Context: an optimization exercise on an open-source flow, tuned for small area. The choices shown serve that exercise and are no tape-out recipe. Function was checked by simulation only, so behaviour that the tests miss may differ from the original. Power figures rest on the tool's default switching activity, not on a simulated workload.

==> flow/design.v (excerpt) <==
module r30x_engine (
    input  wire         clk,
    input  wire         rst,
    input  wire         cmd_valid,
    output wire         cmd_ready,
    input  wire [8:0]   cmd_op,
    input  wire [7:0]   cmd_buf,
    input  wire [15:0]  cmd_page,
    input  wire [15:0]  cmd_start,
    input  wire [15:0]  cmd_count,
    input  wire [31:0]  cmd_word,
    input  wire [7:0]   cmd_num,
    input  wire [7:0]   cmd_content,
    input  wire [7:0]   cmd_code,
    input  wire [8:0]   cmd_dlen,
    input  wire         din_valid,
    output wire         din_ready,
    input  wire [7:0]   din_data,
    output wire         rsp_valid,
    input  wire         rsp_take,
    output reg  [3:0]   rsp_result,
    output wire [8:0]   rsp_op,
    output wire [7:0]   rsp_status,
    output reg          rsp_has_status,
    output reg  [31:0]  rsp_value,
    output wire [31:0]  rsp_addr,
    output wire [3:0]   rsp_enr_state,
    output wire [4:0]   rsp_data_len,
    output wire [159:0] rsp_data,
    output reg  [15:0]  p_status_reg,
    output reg  [15:0]  p_sys_id,
    output reg  [15:0]  p_lib_size,
    output reg  [15:0]  p_sec_level,
    output reg  [31:0]  p_dev_addr,
    output reg  [15:0]  p_pkt_size,
    output reg  [15:0]  p_baud,
    output wire         tx_valid,
    input  wire         tx_ready,
    output wire [7:0]   tx_data,
    output wire         tx_last,
    output wire         tx_write,
    input  wire         rx_valid,
    input  wire [7:0]   rx_data,
    input  wire         rx_last,
    input  wire         ev_timeout,
    input  wire         ev_tpclosed,
    input  wire         ev_delay_elapsed,
    input  wire         ev_cancel,
    output reg          close_evt,
    output reg          delay_start
);
Settings: LEC_CHECK=0, CAP_MARGIN=20, CORE_MARGIN=2, CORE_UTILIZATION=45, SLEW_MARGIN=20; clock period 45.0 ns.
standard.sh (not shown) runs the stock make flow with config.mk's settings and CLKGATE_MAP_FILE= SYNTH_SCRIPT=/design/flow/synth_recipe.tcl, a recipe that flattens the netlist after the stock synthesis.
==> flow/flow/run.sh <==
#!/bin/bash
# Layout flow: the standard synthesis, then its combinational logic mapped
# again by ABC for area (flip-flops untouched, see resyn.py), then the
# standard ORFS flow from floorplan on, with
#  - port buffers of buf_1 instead of the default clkdlybuf4s50_1
#  - a clock tree of clkbuf_4/clkbuf_8 with sink clusters of up to 16, no dummy loads
# Each tool's output goes to a log of its own in this folder.
set -euo pipefail
KNOBS=(
  "BUFFER_PORTS_ARGS=-buffer_cell sky130_fd_sc_hd__buf_1"
  "CTS_ARGS=-sink_clustering_enable -repair_clock_nets -dont_use_dummy_load -sink_clustering_size 16 -sink_clustering_max_diameter 50 -buf_list {sky130_fd_sc_hd__clkbuf_4 sky130_fd_sc_hd__clkbuf_8}"
)
bash standard.sh "${KNOBS[@]}" synth > synth_flow.log 2>&1

R="$PWD/orfs/results/$FLOW_PLATFORM/r30x_engine/base"
YOSYS="$FLOW_HOME/../tools/install/yosys/bin/yosys"
[[ -x "$YOSYS" ]] || YOSYS=yosys
cp "$R/1_2_yosys.v" 1_2_yosys_standard.v
if python3 flow/resyn.py \
    "$FLOW_HOME/platforms/$FLOW_PLATFORM/lib/sky130_fd_sc_hd__tt_025C_1v80.lib" \
    "$FLOW_HOME/platforms/$FLOW_PLATFORM/config.mk" \
    1_2_yosys_standard.v "$PWD/1_2_yosys_resyn.v" "$PWD/resyn" "$PWD/flow/area.script" "$YOSYS" \
    > resyn.log 2>&1; then
  cp 1_2_yosys_resyn.v "$R/1_2_yosys.v"
  rm -f "$R/1_synth.odb" "$R/1_synth.sdc"
fi

bash standard.sh "${KNOBS[@]}" finish > standard_flow.log 2>&1
Other scripts of this flow, unchanged in this note and not shown: flow/flow/area.script, flow/flow/resyn.py
The first run produced a clean layout.
Change:
--- a/flow/design.v
+++ b/flow/design.v
@@ -145,17 +145,17 @@
     wire enr_active = (enr_state != E_IDLE) && (enr_state <= E_STORE);
     wire seq_capture = (enr_state == E_AWAIT1) || (enr_state == E_AWAIT2);
     wire seq_issue   = enr_active && (st == S_IDLE) && (enr_state != E_DELAY);
     wire host_accept = cmd_valid && cmd_ready;
     assign cmd_ready      = (st == S_IDLE) && !enr_active;
     assign rsp_valid      = (st == S_RESP);
     assign rsp_op         = cur_op;
     assign rsp_enr_state  = enr_state;
-    assign rsp_status     = stat & {8{rsp_has_status}};
+    assign rsp_status     = stat;        
     assign rsp_addr       = addr_r;      
     assign rsp_data_len   = (vsel == V_DATA) ? (idx[4:0] - 5'd12) : 5'd0;
     always @(*) begin
         case (vsel)
             V_ONE:   rsp_value = 32'd1;
             V_STAT:  rsp_value = {24'd0, stat};
             V_HALF:  rsp_value = {16'd0, vhi, vlo};
             V_DEV:   rsp_value = dev_addr;
@@ -246,31 +246,23 @@
     wire in_sum = (idx >= 6'd6) && ((idx <= 6'd8) || ({1'b0, idx} <= {2'b0, len_lo} + 7'd6));
     always @(posedge clk) begin
         if (strobe) begin
             if (idx != 6'd33)
                 idx <= idx + 6'd1;
         end
         if (rstrobe) begin
             if (idx == 6'd0) cks_ok <= 1'b0;
-            if (idx == 6'd9) stat <= rx_data;
             if (idx_m8 == {2'b0, len_lo})
                 cks_ok <= (rx_data == acc) && !len_hi && (len_lo >= 5'd3) && hdr_ok;
         end
         if (st == S_IDLE)
             idx <= 6'd0;
         if (sending && tx_ready && f_last)
             idx <= 6'd0;
-        if (st == S_IDLE && cmd_valid && cmd_ready && cmd_op == OP_CFG_READ) begin
-            case (cmd_num)
-                8'd1:    stat <= {7'd0, policy};
-                8'd3:    stat <= {4'd0, enr_state};
-                default: stat <= {6'd0, mb_full, closed};
-            endcase
-        end
     end
     wire ld_cmd  = (st == S_IDLE) && host_accept;
     wire ld_seq  = (st == S_IDLE) && !host_accept && seq_issue;
     wire data_op = (cur_op == OP_GETCHR) || (cur_op == OP_UPIMG) || (cur_op == OP_READSYS);
     wire v_op    = (cur_op == OP_TPLCNT) || (cur_op == OP_SEARCH) || (cur_op == OP_READSYS);
     wire srch    = (cur_op == OP_SEARCH);
     wire dec     = (st == S_DATA) && !closed_at_data && (dleft != 9'd0) && din_valid && tx_ready;
     reg [7:0]  ld_b;
@@ -306,16 +298,24 @@
             rdata[0] <= ld_b;
             rdata[1] <= ld_w[31:24];
             rdata[2] <= ld_w[23:16];
             rdata[3] <= ld_w[15:8];
             rdata[4] <= ld_w[7:0];
         end
         if (ld_seq)
             rdata[0] <= (enr_state == E_I2C2) ? 8'd2 : 8'd1;
+        if (ld_cmd && cmd_op == OP_CFG_READ) begin
+            rdata[14] <= 8'd0;
+            case (cmd_num)
+                8'd1:    rdata[15] <= {7'd0, policy};
+                8'd3:    rdata[15] <= {4'd0, enr_state};
+                default: rdata[15] <= {6'd0, mb_full, closed};
+            endcase
+        end
         if (dec)
             {rdata[3][0], rdata[4]} <= dleft - 9'd1;
         if (sending && idx == 6'd0)
             rdata[19][4:0] <= op_len(cur_op);
         if (rstrobe) begin
             if (idx == 6'd0) rdata[19][6] <= (rx_data == 8'hEF);
             if (idx == 6'd1) rdata[19][6] <= hdr_ok && (rx_data == 8'h01);
             if (idx == 6'd7) rdata[19][5] <= (rx_data != 8'h00);
@@ -446,16 +446,17 @@
     wire addr_clr = (st == S_IDLE) || (st == S_DATA) || (st == S_DECODE && !d_has) ||
                     (st == S_AWAIT && !reply_evt && (ev_tpclosed || ev_timeout));
     wire [7:0] addr_in = rx_data & {8{rstrobe}};
     always @(posedge clk) begin
         if ((rstrobe && idx == 6'd2) || addr_clr) addr_r[31:24] <= addr_in;
         if ((rstrobe && idx == 6'd3) || addr_clr) addr_r[23:16] <= addr_in;
         if ((rstrobe && idx == 6'd4) || addr_clr) addr_r[15:8]  <= addr_in;
         if ((rstrobe && idx == 6'd5) || addr_clr) addr_r[7:0]   <= addr_in;
+        if ((rstrobe && idx == 6'd9) || addr_clr) stat          <= addr_in;
     end
     wire r_ok        = (rsp_result == R_SUCCESS);
     wire [2:0] s_done = enr_active ? S_SEQ : S_RESP;
     reg [8:0] seq_op;
     always @(*) begin
         case (enr_state)
             E_RESET:             seq_op = OP_RSTBUF;
             E_AWAIT1, E_AWAIT2:  seq_op = OP_CAPTURE;
@@ -492,20 +493,20 @@
                 default: t_end = 1'b1;
             endcase
         end
     end
     reg [2:0] cfg_vsel;
     always @(*) begin
         case (cmd_num)
             8'd0:    cfg_vsel = V_DEV;
-            8'd1:    cfg_vsel = V_STAT;
+            8'd1:    cfg_vsel = V_HALF;
             8'd2:    cfg_vsel = V_CAP;
-            8'd3:    cfg_vsel = V_STAT;
-            8'd4:    cfg_vsel = V_STAT;
+            8'd3:    cfg_vsel = V_HALF;
+            8'd4:    cfg_vsel = V_HALF;
             default: cfg_vsel = V_ZERO;
         endcase
     end
     always @(posedge clk) begin
         if (rst) begin
             st           <= S_IDLE;
             enr_state    <= E_IDLE;
             dev_addr     <= 32'hFFFF_FFFF;
Effect: First-iteration DRC count rose by roughly a tenth. Global-route usage came out lower by 0.94 points. Clock power went down slightly. Critical path depth stays the same. Clock-buffer cell count falls by 2.

port drivers added, routing unchanged:
The results above use ideal ports. As a check the final layouts listed here were re-extracted and re-timed, cells and wires unchanged.
Step 1 sets driving cells, clkbuf_16 on the clock port and buf_2 on the other inputs (assumed; they add their load-dependent delay and slew).
Step 2 adds t to the input delays and takes it off the output delays; t is the mean of the earliest and latest rising clock arrival at the registers after step 1. Input paths then give back, and output paths get back, about the clock's delay inside the block.
Slacks: ideal / step 1 / step 2; pairs: ideal / step 1.
| run | t, ns | setup slack, ns | cell pins on the clock port's net |
|---|---|---|---|
| the first run | 0.675 | 26.380 / 26.356 / 26.356 | 1 |
| the second run | 0.681 | 26.225 / 26.179 / 26.179 | 1 |
After both steps every run listed still meets setup and hold. For the second run, which loses most, drivers alone change the setup slack by -0.046 ns; drivers and shift together by -0.046 ns.
